From an optimization exercise on the open Yosys and OpenROAD flow, aimed at small area; shortcuts taken in it are not production practice.
The RTL was checked by simulation tests, not by an equivalence proof against the original design.
Power is estimated from default activity; no workload was simulated.

==> flow/design.v <==
module ts0710_crc_step (
    input  wire [7:0] crc_in,
    input  wire [7:0] data,
    output reg  [7:0] crc_out
);
    integer k;
    always @* begin
        crc_out = crc_in ^ data;
        for (k = 0; k < 8; k = k + 1) begin
            if (crc_out[0])
                crc_out = (crc_out >> 1) ^ 8'hE0;
            else
                crc_out = crc_out >> 1;
        end
    end
endmodule
module ts0710_rx (
    input  wire        clk,
    input  wire        rst,
    input  wire        compat,      
    input  wire        flush,       
    input  wire        rx_valid,
    input  wire [7:0]  rx_data,
    output reg         code_valid,
    output reg  [3:0]  code,
    output wire [7:0]  frm_addr,
    output wire [7:0]  frm_ctrl,
    output wire [15:0] frm_len,
    output wire [7:0]  frm_fcs,
    output reg         pay_valid,
    output wire [7:0]  pay_data,
    output reg         in_frame,
    output reg  [15:0] acc_len
);
    localparam [7:0] FLAG = 8'hF9;
    localparam [7:0] CRC_INIT = 8'hEB;
    localparam [7:0] CRC_RES  = 8'hCF;
    reg  [7:0]  addr_r;
    reg  [7:0]  ctrl_r;
    reg  [15:0] len_r;       
    reg         long_r;      
    reg         past_r;      
    reg  [7:0]  crc_r;
    reg  [7:0]  b1;          
    reg  [7:0]  b2;          
    assign frm_addr = addr_r;
    assign frm_ctrl = ctrl_r;
    assign frm_len  = len_r;
    assign frm_fcs  = b2;
    assign pay_data = b2;
    wire [7:0] crc_next;
    ts0710_crc_step u_crc (.crc_in(crc_r), .data(b1), .crc_out(crc_next));
    wire is_flag  = (rx_data == FLAG);
    wire at_cap   = acc_len[15] & acc_len[2] & acc_len[1];
    wire overflow = in_frame & ~flush & at_cap;
    wire inf      = in_frame & ~flush & ~at_cap;    
    wire idx1     = (acc_len == 16'd1);
    wire idx2     = (acc_len == 16'd2);
    wire idx3     = (acc_len == 16'd3);
    wire idx4     = (acc_len == 16'd4);
    wire idx5     = (acc_len == 16'd5);
    wire collapse = is_flag & idx1;
    wire [15:0] flen = acc_len - (long_r ? 16'd6 : 16'd5);
    wire exact    = (flen == len_r);
    wire complete = is_flag & (exact | past_r);
    wire ctrl_uih = ((ctrl_r & 8'hEF) == 8'hEF);
    wire ctrl_ua  = ((ctrl_r & 8'hEF) == 8'h63);
    wire ff       = ~long_r & (&len_r[6:0]);
    wire quirk    = compat & ff;
    wire fcs_ok   = (compat & ctrl_ua) | (crc_next == CRC_RES);
    wire append   = rx_valid & inf & ~collapse;
    wire hdr_cov  = (acc_len[15:3] == 13'd0) &
                    (~acc_len[2] | (~acc_len[1] & (~acc_len[0] | long_r)));
    wire pay_pos  = ~(acc_len[15:3] == 13'd0) | (acc_len[2] & acc_len[0] & ~long_r)
                  | (acc_len[2] & acc_len[1]);
    always @(posedge clk) begin
        if (rx_valid) begin
            b1 <= rx_data;
            b2 <= b1;
        end
        if (idx1) addr_r <= rx_data;
        if (idx2) ctrl_r <= rx_data;
        if (idx3) begin
            len_r  <= {9'd0, rx_data[7:1]};
            long_r <= ~rx_data[0];
        end
        if (idx4 && long_r) len_r[14:7] <= rx_data;
        if (append && complete) len_r <= flen;
        if (rst) len_r[15] <= 1'b0;
        if (!inf)
            crc_r <= CRC_INIT;
        else if (append && (!ctrl_uih || hdr_cov))
            crc_r <= crc_next;
        if (!inf)
            past_r <= 1'b0;
        else if (append && exact)
            past_r <= 1'b1;
        code <= 4'd2;
        if (!inf)
            code <= overflow ? (is_flag ? 4'd8 : 4'd7) : {3'd0, is_flag};
        else if (collapse)
            code <= 4'd3;
        else if (complete) begin
            if (quirk)
                code <= 4'd4;
            else if (!exact)
                code <= 4'd5;
            else if (fcs_ok)
                code <= 4'd4;
            else
                code <= 4'd6;
        end
        if (rst) begin
            code_valid <= 1'b0;
            pay_valid  <= 1'b0;
            in_frame   <= 1'b0;
            acc_len    <= 16'd0;
        end else begin
            code_valid <= rx_valid;
            pay_valid  <= append & ~complete & pay_pos;
            if (rx_valid) begin
                if (!inf) begin
                    in_frame <= is_flag;
                    acc_len  <= {15'd0, is_flag};
                end else if (complete && !collapse) begin
                    in_frame <= 1'b0;
                    acc_len  <= 16'd0;
                end else if (!collapse) begin
                    acc_len  <= acc_len + 16'd1;
                end
            end else if (flush) begin
                in_frame <= 1'b0;
                acc_len  <= 16'd0;
            end
        end
    end
endmodule
module ts0710_tx (
    input  wire        clk,
    input  wire        rst,
    input  wire        tx_start,
    input  wire [7:0]  tx_addr,
    input  wire [7:0]  tx_ctrl,
    input  wire [15:0] tx_len,
    output wire        tx_ready,
    input  wire        tx_pl_valid,
    input  wire [7:0]  tx_pl_data,
    output wire        tx_pl_ready,
    output reg         tx_valid,
    output wire [7:0]  tx_data,
    output reg         len_err      
);
    localparam [7:0] FLAG = 8'hF9;
    localparam [2:0] S_IDLE  = 3'd0,
                     S_ADDR  = 3'd1,    
                     S_CTRL  = 3'd2,
                     S_LEN0  = 3'd3,
                     S_LEN1  = 3'd4,
                     S_PAY   = 3'd5,
                     S_FCS   = 3'd6,
                     S_CLOSE = 3'd7;
    reg [2:0]  state;
    reg [7:0]  out_r;       
    reg        cov_r;       
    reg [7:0]  ctrl_r;
    reg [14:0] len_r;
    reg [7:0]  crc_r;
    wire       ctrl_uih  = ((ctrl_r & 8'hEF) == 8'hEF);
    wire       short_len = (len_r[14:7] == 8'd0);
    wire       hi_zero   = (len_r[14:1] == 14'd0);
    wire [7:0] len_b0    = {len_r[6:0], short_len};
    wire [7:0] len_b1    = len_r[14:7];
    assign tx_ready    = (state == S_IDLE);
    assign tx_pl_ready = (state == S_PAY);
    wire show_flag = (state == S_IDLE) | (state == S_ADDR);
    assign tx_data = show_flag ? FLAG : out_r;
    wire [7:0] crc_next;
    ts0710_crc_step u_crc (.crc_in(crc_r), .data(out_r), .crc_out(crc_next));
    wire [7:0] crc_d = cov_r ? crc_next : crc_r;
    always @(posedge clk) begin
        crc_r <= (state == S_IDLE) ? 8'hFF : crc_d;
        case (state)
            S_IDLE:  begin out_r <= tx_addr | 8'h01; cov_r <= 1'b0; end
            S_ADDR:  cov_r <= 1'b1;
            S_CTRL:  begin out_r <= ctrl_r; cov_r <= 1'b1; end
            S_LEN0:  begin out_r <= len_b0; cov_r <= 1'b1; end
            S_LEN1:  begin out_r <= len_b1; cov_r <= 1'b1; end
            S_PAY:   begin out_r <= tx_pl_data; cov_r <= tx_pl_valid & ~ctrl_uih; end
            S_FCS:   begin out_r <= ~crc_d; cov_r <= 1'b0; end
            default: cov_r <= 1'b0;
        endcase
        if (state == S_IDLE) begin
            ctrl_r <= tx_ctrl;
            len_r  <= tx_len[14:0];
        end else if (state == S_PAY && tx_pl_valid) begin
            len_r  <= len_r - 15'd1;
        end
        if (rst) begin
            state    <= S_IDLE;
            tx_valid <= 1'b0;
            len_err  <= 1'b0;
        end else begin
            len_err  <= (state == S_IDLE) & tx_start & tx_len[15];
            case (state)
                S_IDLE:  tx_valid <= tx_start & ~tx_len[15];
                S_PAY:   tx_valid <= tx_pl_valid;
                default: tx_valid <= 1'b1;
            endcase
            case (state)
                S_IDLE:  if (tx_start && !tx_len[15]) state <= S_ADDR;
                S_ADDR:  state <= S_CTRL;
                S_CTRL:  state <= S_LEN0;
                S_LEN0:  state <= !short_len ? S_LEN1 : (hi_zero && !len_r[0]) ? S_FCS : S_PAY;
                S_LEN1:  state <= S_PAY;
                S_PAY:   if (tx_pl_valid && hi_zero && len_r[0]) state <= S_FCS;
                S_FCS:   state <= S_CLOSE;
                S_CLOSE: state <= S_IDLE;
                default: state <= S_IDLE;
            endcase
        end
    end
endmodule
module ts0710_codec (
    input  wire        clk,
    input  wire        rst,           
    input  wire        compat,        
    input  wire        stat_clr,      
    input  wire        rx_valid,
    input  wire [7:0]  rx_data,
    input  wire        rx_flush,      
    output wire        rx_code_valid,
    output wire [3:0]  rx_code,
    output wire [7:0]  frm_addr,
    output wire [7:0]  frm_ctrl,
    output wire [15:0] frm_len,
    output wire [7:0]  frm_fcs,
    output wire        pay_valid,
    output wire [7:0]  pay_data,
    output wire        in_frame,
    output wire [15:0] acc_len,
    input  wire        tx_start,
    input  wire [7:0]  tx_addr,
    input  wire [7:0]  tx_ctrl,
    input  wire [15:0] tx_len,
    output wire        tx_ready,
    input  wire        tx_pl_valid,
    input  wire [7:0]  tx_pl_data,
    output wire        tx_pl_ready,
    output wire        tx_valid,
    output wire [7:0]  tx_data,
    output reg  [31:0] cnt_ok,
    output reg  [31:0] cnt_framing,
    output reg  [31:0] cnt_checksum,
    output reg  [31:0] cnt_overflow,
    output reg  [3:0]  err_flags      
);
    wire tx_len_err;
    ts0710_rx u_rx (
        .clk        (clk),
        .rst        (rst),
        .compat     (compat),
        .flush      (rx_flush),
        .rx_valid   (rx_valid),
        .rx_data    (rx_data),
        .code_valid (rx_code_valid),
        .code       (rx_code),
        .frm_addr   (frm_addr),
        .frm_ctrl   (frm_ctrl),
        .frm_len    (frm_len),
        .frm_fcs    (frm_fcs),
        .pay_valid  (pay_valid),
        .pay_data   (pay_data),
        .in_frame   (in_frame),
        .acc_len    (acc_len)
    );
    ts0710_tx u_tx (
        .clk         (clk),
        .rst         (rst),
        .tx_start    (tx_start),
        .tx_addr     (tx_addr),
        .tx_ctrl     (tx_ctrl),
        .tx_len      (tx_len),
        .tx_ready    (tx_ready),
        .tx_pl_valid (tx_pl_valid),
        .tx_pl_data  (tx_pl_data),
        .tx_pl_ready (tx_pl_ready),
        .tx_valid    (tx_valid),
        .tx_data     (tx_data),
        .len_err     (tx_len_err)
    );
    wire ev_ok   = rx_code_valid && (rx_code == 4'd4);
    wire ev_bad  = rx_code_valid && (rx_code == 4'd5);
    wire ev_csum = rx_code_valid && (rx_code == 4'd6);
    wire ev_ovf  = rx_code_valid && ((rx_code == 4'd7) || (rx_code == 4'd8));
    reg clr_d;
    always @(posedge clk) begin
        if (rst) clr_d <= 1'b0;
        else     clr_d <= stat_clr;
    end
    wire keep = ~(rst | clr_d);
    function automatic [31:0] cnt_next(input [31:0] cnt, input ev, input keep, input rst);
        integer i;
        reg c;
        begin
            c = ev;
            cnt_next[0] = ~rst & ((cnt[0] & keep) ^ ev);
            for (i = 1; i < 32; i = i + 1) begin
                c = c & cnt[i-1];
                cnt_next[i] = keep & (cnt[i] ^ c);
            end
        end
    endfunction
    always @(posedge clk) begin
        cnt_ok       <= cnt_next(cnt_ok,       ev_ok,   keep, rst);
        cnt_framing  <= cnt_next(cnt_framing,  ev_bad,  keep, rst);
        cnt_checksum <= cnt_next(cnt_checksum, ev_csum, keep, rst);
        cnt_overflow <= cnt_next(cnt_overflow, ev_ovf,  keep, rst);
        err_flags    <= ({4{keep}} & err_flags) |
                        ({4{~rst}} & {tx_len_err, ev_ovf, ev_csum, ev_bad});
    end
endmodule
export LEC_CHECK = 0
export CAP_MARGIN = 20
export CORE_MARGIN = 2
export CORE_UTILIZATION = 65
export SLEW_MARGIN = 20
create_clock -name core_clock -period 10.0 [get_ports {clk}]
standard.sh (not shown) runs the stock make flow with config.mk's settings and CLKGATE_MAP_FILE= SYNTH_SCRIPT=/design/flow/synth_recipe.tcl, a recipe that flattens the netlist after the stock synthesis.
==> flow/flow/run.sh <==
#!/bin/bash
# The standard layout with three changes:
#  - synthesis maps for area (flow/synth_prelude.tcl, flow/area.abc);
#  - plain buf_1 cells as the port buffers;
#  - a clock tree of clkbuf_8 cells on clusters of up to 14 flip-flops.
set -euo pipefail
cat flow/synth_prelude.tcl synth_recipe.tcl > area_synth.tcl
export AREA_ABC_SCRIPT="$PWD/flow/area.abc"
bash standard.sh finish "SYNTH_SCRIPT=$PWD/area_synth.tcl" \
  "BUFFER_PORTS_ARGS=-buffer_cell sky130_fd_sc_hd__buf_1" \
  "CTS_ARGS=-sink_clustering_enable -repair_clock_nets -sink_clustering_size 14 -sink_clustering_max_diameter 60 -buf_list sky130_fd_sc_hd__clkbuf_8 -dont_use_dummy_load" > standard.log 2>&1
==> flow/flow/area.abc <==
strash
&get -n
&st
&dch -f
&nf -a -R 1000
&put
strash
&get -n
&st
&dch -f
&nf -a -R 1000
&put
==> flow/flow/synth_prelude.tcl <==
# Area-oriented synthesis: the adders are left to ABC as plain logic, and ABC
# maps with flow/area.abc (area-oriented mapping) in place of ORFS's speed
# script. Everything else is the standard synthesis (synth_recipe.tcl,
# appended after this file), so the registers are the same.
set ::env(ADDER_MAP_FILE) ""
proc abc {args} {
  set i [lsearch -exact $args -script]
  if { $i >= 0 } {
    lset args [expr { $i + 1 }] $::env(AREA_ABC_SCRIPT)
  }
  yosys abc {*}$args
}
Change:
--- a/flow/design.v
+++ b/flow/design.v
@@ -24,13 +24,13 @@
     output reg         code_valid,
     output reg  [3:0]  code,
     output wire [7:0]  frm_addr,
     output wire [7:0]  frm_ctrl,
     output wire [15:0] frm_len,
     output wire [7:0]  frm_fcs,
-    output reg         pay_valid,
+    output wire        pay_valid,
     output wire [7:0]  pay_data,
     output reg         in_frame,
     output reg  [15:0] acc_len
 );
     localparam [7:0] FLAG = 8'hF9;
     localparam [7:0] CRC_INIT = 8'hEB;
@@ -40,12 +40,14 @@
     reg  [15:0] len_r;       
     reg         long_r;      
     reg         past_r;      
     reg  [7:0]  crc_r;
     reg  [7:0]  b1;          
     reg  [7:0]  b2;          
+    assign pay_valid = code_valid & (code == 4'd2) &
+                       (~(acc_len[15:3] == 13'd0) | (acc_len[2] & acc_len[1] & (acc_len[0] | ~long_r)));
     assign frm_addr = addr_r;
     assign frm_ctrl = ctrl_r;
     assign frm_len  = len_r;
     assign frm_fcs  = b2;
     assign pay_data = b2;
     wire [7:0] crc_next;
@@ -68,14 +70,12 @@
     wire ff       = ~long_r & (&len_r[6:0]);
     wire quirk    = compat & ff;
     wire fcs_ok   = (compat & ctrl_ua) | (crc_next == CRC_RES);
     wire append   = rx_valid & inf & ~collapse;
     wire hdr_cov  = (acc_len[15:3] == 13'd0) &
                     (~acc_len[2] | (~acc_len[1] & (~acc_len[0] | long_r)));
-    wire pay_pos  = ~(acc_len[15:3] == 13'd0) | (acc_len[2] & acc_len[0] & ~long_r)
-                  | (acc_len[2] & acc_len[1]);
     always @(posedge clk) begin
         if (rx_valid) begin
             b1 <= rx_data;
             b2 <= b1;
         end
         if (idx1) addr_r <= rx_data;
@@ -109,18 +109,16 @@
                 code <= 4'd4;
             else
                 code <= 4'd6;
         end
         if (rst) begin
             code_valid <= 1'b0;
-            pay_valid  <= 1'b0;
             in_frame   <= 1'b0;
             acc_len    <= 16'd0;
         end else begin
             code_valid <= rx_valid;
-            pay_valid  <= append & ~complete & pay_pos;
             if (rx_valid) begin
                 if (!inf) begin
                     in_frame <= is_flag;
                     acc_len  <= {15'd0, is_flag};
                 end else if (complete && !collapse) begin
                     in_frame <= 1'b0;
@@ -186,18 +184,15 @@
             S_LEN0:  begin out_r <= len_b0; cov_r <= 1'b1; end
             S_LEN1:  begin out_r <= len_b1; cov_r <= 1'b1; end
             S_PAY:   begin out_r <= tx_pl_data; cov_r <= tx_pl_valid & ~ctrl_uih; end
             S_FCS:   begin out_r <= ~crc_d; cov_r <= 1'b0; end
             default: cov_r <= 1'b0;
         endcase
-        if (state == S_IDLE) begin
+        if (state == S_IDLE)
             ctrl_r <= tx_ctrl;
-            len_r  <= tx_len[14:0];
-        end else if (state == S_PAY && tx_pl_valid) begin
-            len_r  <= len_r - 15'd1;
-        end
+        len_r <= (state == S_IDLE) ? tx_len[14:0] : len_r - {14'd0, tx_pl_ready & tx_pl_valid};
         if (rst) begin
             state    <= S_IDLE;
             tx_valid <= 1'b0;
             len_err  <= 1'b0;
         end else begin
             len_err  <= (state == S_IDLE) & tx_start & tx_len[15];
What happened: Global-route usage shrinks by 1.4 points; hold slack degrades by 0.012 ns; design area shrinks by 0.52%; sequential power shrinks by about 6%; setup slack degrades by 0.20 ns.

[re-timing with driven ports]
Ports are ideal in the flow. The routed layouts listed here were re-timed in OpenROAD. Step 1: set_driving_cell puts a clkbuf_16 on clk and a buf_2 on each other input, an assumption about the parent block. Step 2 adds t to the input delays and takes it off the output delays; t is the mean of the earliest and latest rising clock arrival at the registers after step 1. Input paths then give back, and output paths get back, about the clock's delay inside the block. a / b / c = no drivers / after step 1 / after step 2; a / b = the first two.
run	t, ns	slack for setup (ns)	clock arrival spread, ns	slew at the worst register clock pin (ns)
the first run	0.538	4.381 / 4.381 / 4.381	0.038 / 0.037	0.09 / 0.09
the second run	0.554	4.183 / 4.183 / 4.183	0.032 / 0.032	0.09 / 0.09
After both steps setup and hold are still met in every run listed.
